Background: an optimization exercise with open tools, aiming at small area, a short achievable clock period and few clock cycles. Do not read the settings as production practice.
Only simulation tests tie the RTL to the original design; equivalence was not proved.

==> run a <==
==> flow/design.v <==
module serper_unit (
    input  wire        clk,
    input  wire        rst,
    input  wire        in_valid,
    output wire        in_ready,
    input  wire [15:0] in_w,
    input  wire        in_draining,
    input  wire        in_ce,
    input  wire        in_brk,
    input  wire        in_nine,
    input  wire [15:0] in_bit_time,
    input  wire [18:0] in_frame,
    input  wire [31:0] in_now,
    input  wire [31:0] in_done_at,
    input  wire [18:0] in_frozen_rem,
    input  wire [18:0] in_accum,
    output wire        out_valid,
    output wire        out_noop,
    output wire [19:0] out_baud,
    output wire [18:0] out_tx_period,
    output wire [16:0] out_rx_period,
    output wire        out_resc,
    output wire        out_sched,
    output wire [15:0] out_bit_time,
    output wire [18:0] out_frame,
    output wire [31:0] out_time
);
    localparam [1:0] S_IDLE = 2'd0, S_MUL = 2'd1, S_DIV = 2'd2;
    reg  [1:0]  st;
    reg  [2:0]  cnt;
    reg  [15:0] period;
    reg         period_set;
    reg         vld_q, noop_q, resc_q, nine_q, ce_q, brk_q, qv_q;
    reg  [31:0] now_q;
    reg  [15:0] dvs;
    reg  [18:0] aq;
    reg  [35:0] x;
    wire [15:0] m1_in = {1'b0, in_w[14:0]} + 16'd1;
    wire noop = period_set && (in_w == period);
    wire resc = !noop && in_draining && (m1_in != in_bit_time);
    wire [32:0] dd    = {1'b0, in_done_at} - {1'b0, in_now};
    wire [18:0] rem_c = dd[32] ? 19'd0 : dd[18:0];
    wire [18:0] mn_a  = (in_accum < in_frame) ? in_accum : in_frame;
    wire [18:0] opa   = in_ce ? (in_brk ? in_frozen_rem : rem_c) : mn_a;
    wire        a_zero = (opa == 19'd0);
    assign in_ready = (st == S_IDLE);
    wire acc   = in_valid && in_ready;
    wire start = resc && !a_zero;
    wire [14:0] m  = period[14:0];
    wire [15:0] m1 = {1'b0, m} + 16'd1;
    reg [17:0] rate;
    always @(*) begin
        if      (m > 15'd31112) rate = 18'd110;
        else if (m > 15'd11440) rate = 18'd300;
        else if (m > 15'd5729)  rate = 18'd600;
        else if (m > 15'd2864)  rate = 18'd1200;
        else if (m > 15'd1432)  rate = 18'd2400;
        else if (m > 15'd715)   rate = 18'd4800;
        else if (m > 15'd357)   rate = 18'd9600;
        else if (m > 15'd237)   rate = 18'd14400;
        else if (m > 15'd178)   rate = 18'd19200;
        else if (m > 15'd108)   rate = 18'd31400;
        else if (m > 15'd88)    rate = 18'd38400;
        else if (m > 15'd58)    rate = 18'd57600;
        else if (m > 15'd28)    rate = 18'd115200;
        else if (m > 15'd25)    rate = 18'd128000;
        else if (m > 15'd12)    rate = 18'd256000;
        else                    rate = 18'd110;
    end
    assign out_baud = period[15] ? {1'b0, rate, 1'b0} : {2'b00, rate};
    wire [18:0] m10 = {1'b0, m1, 2'b00} + {3'b000, m1};       
    assign out_tx_period = {m10[17:0], 1'b0} + (period[15] ? {3'b000, m1} : 19'd0);
    assign out_frame     = {m10[17:0], 1'b0} + (nine_q     ? {3'b000, m1} : 19'd0);
    wire rx_big = period[15] ? (m >= 15'd82) : (m >= 15'd90);
    assign out_rx_period = rx_big ? out_tx_period[18:2] : 17'd227;
    assign out_bit_time  = m1;
    assign out_valid = vld_q;
    assign out_noop  = noop_q;
    assign out_resc  = resc_q;
    assign out_sched = resc_q && ce_q && !brk_q;
    wire        cin  = qv_q && ce_q && (x[35:20] != 16'd0);
    wire [31:0] tadd = (ce_q && !brk_q) ? now_q : 32'd0;
    assign out_time  = tadd + {12'd0, qv_q ? x[19:0] : 20'd0} + {31'd0, cin};
    function [2:0] ncyc(input [15:0] n);
        ncyc = (n[15:12] != 4'd0) ? 3'd4 :
               (n[11:8]  != 4'd0) ? 3'd3 :
               (n[7:4]   != 4'd0) ? 3'd2 : 3'd1;
    endfunction
    wire [2:0] nc_in = ncyc(m1_in);
    wire [2:0] nc    = ncyc(m1);
    wire        idle  = (st == S_IDLE);
    wire [35:0] x_src = idle ? {20'd0, m1_in} : x;
    wire [18:0] a_src = idle ? opa : aq;
    wire [39:0] msum  = {4'd0, x_src} + ({21'd0, a_src} * x_src[3:0]) * 40'h10000;
    wire [35:0] x_mul = msum[39:4];
    reg  [35:0] x_div;
    reg  [17:0] t;
    integer i;
    always @(*) begin
        x_div = x;
        for (i = 0; i < 4; i = i + 1) begin
            t     = {1'b0, x_div[35:19]} - {2'b00, dvs};
            x_div = {(t[17] ? x_div[34:19] : t[15:0]), x_div[18:0], !t[17]};
        end
    end
    always @(posedge clk) begin
        if (rst) begin
            st         <= S_IDLE;
            period     <= 16'h0000;
            period_set <= 1'b0;
            vld_q      <= 1'b0;
        end else begin
            vld_q <= 1'b0;
            case (st)
                S_IDLE: begin
                    noop_q <= noop;
                    resc_q <= resc;
                    nine_q <= in_nine;
                    ce_q   <= in_ce;
                    brk_q  <= in_brk;
                    now_q  <= in_now;
                    dvs    <= in_bit_time;
                    aq     <= opa;
                    qv_q   <= start;
                    x      <= x_mul;
                    cnt    <= 3'd1;
                    if (acc) begin
                        if (!noop) begin
                            period     <= in_w;
                            period_set <= 1'b1;
                        end
                        if (start) begin
                            if (nc_in == 3'd1) begin
                                cnt <= 3'd0;
                                st  <= S_DIV;
                            end else
                                st  <= S_MUL;
                        end else
                            vld_q <= 1'b1;
                    end
                end
                S_MUL: begin
                    x   <= x_mul;
                    cnt <= cnt + 3'd1;
                    if (cnt + 3'd1 == nc) begin
                        cnt <= 3'd0;
                        st  <= S_DIV;
                    end
                end
                default: begin
                    x   <= x_div;
                    cnt <= cnt + 3'd1;
                    if (cnt == nc) begin
                        vld_q <= 1'b1;
                        st    <= S_IDLE;
                    end
                end
            endcase
        end
    end
endmodule
==> flow/run.sh <==
#!/bin/bash
# synth_recipe.tcl (not shown) runs the flow's synth.tcl, then flattens the netlist and writes it again
# the make line also repeats each setting of config.mk as NAME=value (left out here)
make -C /OpenROAD-flow-scripts/flow DESIGN_CONFIG=/design/flow/config.mk WORK_HOME=/design/flow/orfs CLKGATE_MAP_FILE= SYNTH_SCRIPT=/design/flow/synth_recipe.tcl finish
==> flow/config.mk <==
export PLATFORM = sky130hd
export DESIGN_NAME = serper_unit
export DESIGN_NICKNAME = serper_unit
export VERILOG_FILES = /design/flow/design.v
export SDC_FILE = /design/flow/constraint.sdc
export NUM_CORES = 4
export LEC_CHECK = 0
export CAP_MARGIN = 20
export CORE_MARGIN = 2
export CORE_UTILIZATION = 40
export SETUP_SLACK_MARGIN = 5
export SLEW_MARGIN = 20
==> flow/constraint.sdc <==
create_clock -name core_clock -period 12.0 [get_ports {clk}]
set_input_delay 2.4000 -clock core_clock [delete_from_list [all_inputs] [get_ports {clk}]]
set_output_delay 2.4000 -clock core_clock [all_outputs]
set_load 0.01 [all_outputs]
==> inputs of run b, as changes to run a <==
==> flow/design.v, changed modules only <==
module serper_unit (
    input  wire        clk,
    input  wire        rst,
    input  wire        in_valid,
    output wire        in_ready,
    input  wire [15:0] in_w,
    input  wire        in_draining,
    input  wire        in_ce,
    input  wire        in_brk,
    input  wire        in_nine,
    input  wire [15:0] in_bit_time,
    input  wire [18:0] in_frame,
    input  wire [31:0] in_now,
    input  wire [31:0] in_done_at,
    input  wire [18:0] in_frozen_rem,
    input  wire [18:0] in_accum,
    output wire        out_valid,
    output wire        out_noop,
    output wire [19:0] out_baud,
    output wire [18:0] out_tx_period,
    output wire [16:0] out_rx_period,
    output wire        out_resc,
    output wire        out_sched,
    output wire [15:0] out_bit_time,
    output wire [18:0] out_frame,
    output wire [31:0] out_time
);
    localparam [1:0] S_IDLE = 2'd0, S_MUL = 2'd1, S_DIV = 2'd2;
    reg  [1:0]  st;
    reg  [2:0]  cnt;
    reg  [15:0] period;
    reg         period_set;
    reg         vld_q, noop_q, resc_q, nine_q, ce_q, brk_q, qv_q;
    reg  [31:0] now_q;
    reg  [15:0] dvs;
    reg  [16:0] dvs3;        
    reg  [18:0] aq;
    reg  [35:0] x;
    wire [15:0] m1_in = {1'b0, in_w[14:0]} + 16'd1;
    wire noop = period_set && (in_w == period);
    wire resc = !noop && in_draining && (m1_in != in_bit_time);
    wire [32:0] dd    = {1'b0, in_done_at} - {1'b0, in_now};
    wire [18:0] rem_c = dd[32] ? 19'd0 : dd[18:0];
    wire [18:0] mn_a  = (in_accum < in_frame) ? in_accum : in_frame;
    wire [18:0] opa   = in_ce ? (in_brk ? in_frozen_rem : rem_c) : mn_a;
    assign in_ready = (st == S_IDLE);
    wire acc   = in_valid && in_ready;
    wire a_zero = in_ce ? (in_brk ? (in_frozen_rem == 19'd0)
                                  : (in_done_at < in_now || in_done_at[18:0] == in_now[18:0]))
                        : (in_accum == 19'd0 || in_frame == 19'd0);
    wire start = resc && !a_zero;
    wire [15:0] hinit = in_ce ? in_bit_time - 16'd1 : 16'd0;
    wire [14:0] m  = period[14:0];
    wire [15:0] m1 = {1'b0, m} + 16'd1;
    reg [17:0] rate;
    always @(*) begin
        if      (m > 15'd31112) rate = 18'd110;
        else if (m > 15'd11440) rate = 18'd300;
        else if (m > 15'd5729)  rate = 18'd600;
        else if (m > 15'd2864)  rate = 18'd1200;
        else if (m > 15'd1432)  rate = 18'd2400;
        else if (m > 15'd715)   rate = 18'd4800;
        else if (m > 15'd357)   rate = 18'd9600;
        else if (m > 15'd237)   rate = 18'd14400;
        else if (m > 15'd178)   rate = 18'd19200;
        else if (m > 15'd108)   rate = 18'd31400;
        else if (m > 15'd88)    rate = 18'd38400;
        else if (m > 15'd58)    rate = 18'd57600;
        else if (m > 15'd28)    rate = 18'd115200;
        else if (m > 15'd25)    rate = 18'd128000;
        else if (m > 15'd12)    rate = 18'd256000;
        else                    rate = 18'd110;
    end
    assign out_baud = period[15] ? {1'b0, rate, 1'b0} : {2'b00, rate};
    wire [18:0] m8m2 = {1'b0, m, 3'b000} + {3'b000, m, 1'b0};
    assign out_tx_period = m8m2 + {4'd0, period[15] ? m : 15'd0}
                         + (period[15] ? 19'd11 : 19'd10);
    assign out_frame     = m8m2 + {4'd0, nine_q ? m : 15'd0}
                         + (nine_q ? 19'd11 : 19'd10);
    wire rx_big = period[15] ? (m >= 15'd82) : (m >= 15'd90);
    assign out_rx_period = rx_big ? out_tx_period[18:2] : 17'd227;
    assign out_bit_time  = m1;
    assign out_valid = vld_q;
    assign out_noop  = noop_q;
    assign out_resc  = resc_q;
    assign out_sched = resc_q && ce_q && !brk_q;
    wire [31:0] tadd = (ce_q && !brk_q) ? now_q : 32'd0;
    assign out_time  = tadd + {12'd0, qv_q ? x[19:0] : 20'd0};
    function [2:0] ncyc(input [15:0] n);
        ncyc = (n[15:8] != 8'd0) ? 3'd2 : 3'd1;
    endfunction
    wire [2:0] nc    = ncyc(m1);
    wire [2:0] c4 = (m1[15:12] != 4'd0) ? 3'd4 :
                    (m1[11:8]  != 4'd0) ? 3'd3 :
                    (m1[7:4]   != 4'd0) ? 3'd2 : 3'd1;
    wire [2:0] dlast = c4;
    wire [43:0] msum  = {8'd0, x}
                      + {9'd0, aq & {19{x[0]}}, 16'd0}
                      + {8'd0, aq & {19{x[1]}}, 17'd0}
                      + {7'd0, aq & {19{x[2]}}, 18'd0}
                      + {6'd0, aq & {19{x[3]}}, 19'd0}
                      + {5'd0, aq & {19{x[4]}}, 20'd0}
                      + {4'd0, aq & {19{x[5]}}, 21'd0}
                      + {3'd0, aq & {19{x[6]}}, 22'd0}
                      + {2'd0, aq & {19{x[7]}}, 23'd0};
    wire [35:0] x_mul = msum[43:8];
    wire [35:0] x_mul4 = msum[39:4];
    reg  [35:0] x_div;
    reg  [17:0] t, t1, t2, t3;
    reg  [1:0]  qd;
    integer i;
    always @(*) begin
        x_div = x;
        for (i = 0; i < 2; i = i + 1) begin
            t  = x_div[35:18];
            t1 = t - {2'b00, dvs};
            t2 = t - {1'b0, dvs, 1'b0};
            t3 = t - {1'b0, dvs3};
            qd = !t3[17] ? 2'd3 : !t2[17] ? 2'd2 : !t1[17] ? 2'd1 : 2'd0;
            case (qd)
                2'd3:    x_div = {t3[15:0], x_div[17:0], qd};
                2'd2:    x_div = {t2[15:0], x_div[17:0], qd};
                2'd1:    x_div = {t1[15:0], x_div[17:0], qd};
                default: x_div = {t[15:0],  x_div[17:0], qd};
            endcase
        end
    end
    always @(posedge clk) begin
        if (rst) begin
            st         <= S_IDLE;
            period     <= 16'h0000;
            period_set <= 1'b0;
            vld_q      <= 1'b0;
        end else begin
            vld_q <= 1'b0;
            case (st)
                S_IDLE: begin
                    noop_q <= noop;
                    resc_q <= resc;
                    nine_q <= in_nine;
                    ce_q   <= in_ce;
                    brk_q  <= in_brk;
                    now_q  <= in_now;
                    dvs    <= in_bit_time;
                    dvs3   <= {1'b0, in_bit_time} + {in_bit_time, 1'b0};
                    aq     <= opa;
                    qv_q   <= start;
                    x      <= ({36'd0, hinit} << 16) | {4'd0, 16'd0, m1_in};
                    cnt    <= 3'd0;
                    if (acc) begin
                        if (!noop) begin
                            period     <= in_w;
                            period_set <= 1'b1;
                        end
                        if (start)
                            st    <= S_MUL;
                        else
                            vld_q <= 1'b1;
                    end
                end
                S_MUL: begin
                    x   <= x_mul;
                    cnt <= cnt + 3'd1;
                    if (cnt + 3'd1 == nc) begin
                        if (c4[0])
                            x <= x_mul4;
                        cnt <= 3'd0;
                        st  <= S_DIV;
                    end
                end
                default: begin
                    x   <= x_div;
                    cnt <= cnt + 3'd1;
                    if (cnt == dlast) begin
                        vld_q <= 1'b1;
                        st    <= S_IDLE;
                    end
                end
            endcase
        end
    end
endmodule
==> flow/flow/run.sh (new file) <==
#!/bin/bash
# The standard layout, with the port buffers made of the smallest buffer cell
# (buffer_ports otherwise picks sky130_fd_sc_hd__clkdlybuf4s50_1).
set -euo pipefail
export BUFFER_PORTS_ARGS="-buffer_cell sky130_fd_sc_hd__buf_1"
bash standard.sh > standard_make.log 2>&1
==> flow/standard.sh (new file) <==
#!/bin/bash
# synth_recipe.tcl (not shown) runs the flow's synth.tcl, then flattens the netlist and writes it again
# the make line also repeats each setting of config.mk as NAME=value (left out here)
make -C /OpenROAD-flow-scripts/flow DESIGN_CONFIG=/design/flow/config.mk WORK_HOME=/design/flow/orfs CLKGATE_MAP_FILE= SYNTH_SCRIPT=/design/flow/synth_recipe.tcl "${@:-finish}"
removed: flow/run.sh
==> run summary <==
status = finished clean
filler instances = 4,225
CP dominant cell by count = buf_6
post-layout min period = 9.704 ns
clock sinks = 132
Post-Synth XOR/XNOR Area = 9.562%
Worst EP required = 12.21 ns
actual slew at the worst max-slew pin = 1.154 ns
met2 global-route usage = 42.66%
The numbers above come from run a.

==> run summary <==
status = finished clean
post-layout min period = 6.922 ns
filler instances = 6,220
clock sinks = 148
The numbers above come from run b.

Testbench counts of run a, summed over its fixed seeds: cycles 8,414.
Testbench counts of run b, summed over its fixed seeds: cycles 8,052.

==> separate check: timing with driven ports <==
The flow's constraints put no driver on any port. The routed layouts listed below were extracted and timed again, unchanged, in two steps.
Step 1: set_driving_cell puts a clkbuf_16 on clk and a buf_2 on each other input, an assumption about the parent block.
Step 2 adds t to the input delays and takes it off the output delays; t is the mean of the earliest and latest rising clock arrival at the registers after step 1. Input paths then give back, and output paths get back, about the clock's delay inside the block.
Slacks: no drivers / after step 1 / after step 2; pairs: no drivers / after step 1.
| run | shift t [ns] | setup WS [ns] | worst setup path after step 2 | worst data-port slew with drivers (ns) | cell pins on the clock port's net |
|---|---|---|---|---|---|
| run a | 0.512 | 2.296 / 2.296 / 1.964 | input to register | 0.10 | 1 |
| run b | 0.520 | 5.078 / 5.016 / 5.290 | register to register | 0.10 | 1 |
After both steps setup and hold are still met in every run listed. For run a, which loses most, drivers alone change the setup slack by 0.000 ns; drivers and shift together by -0.332 ns.
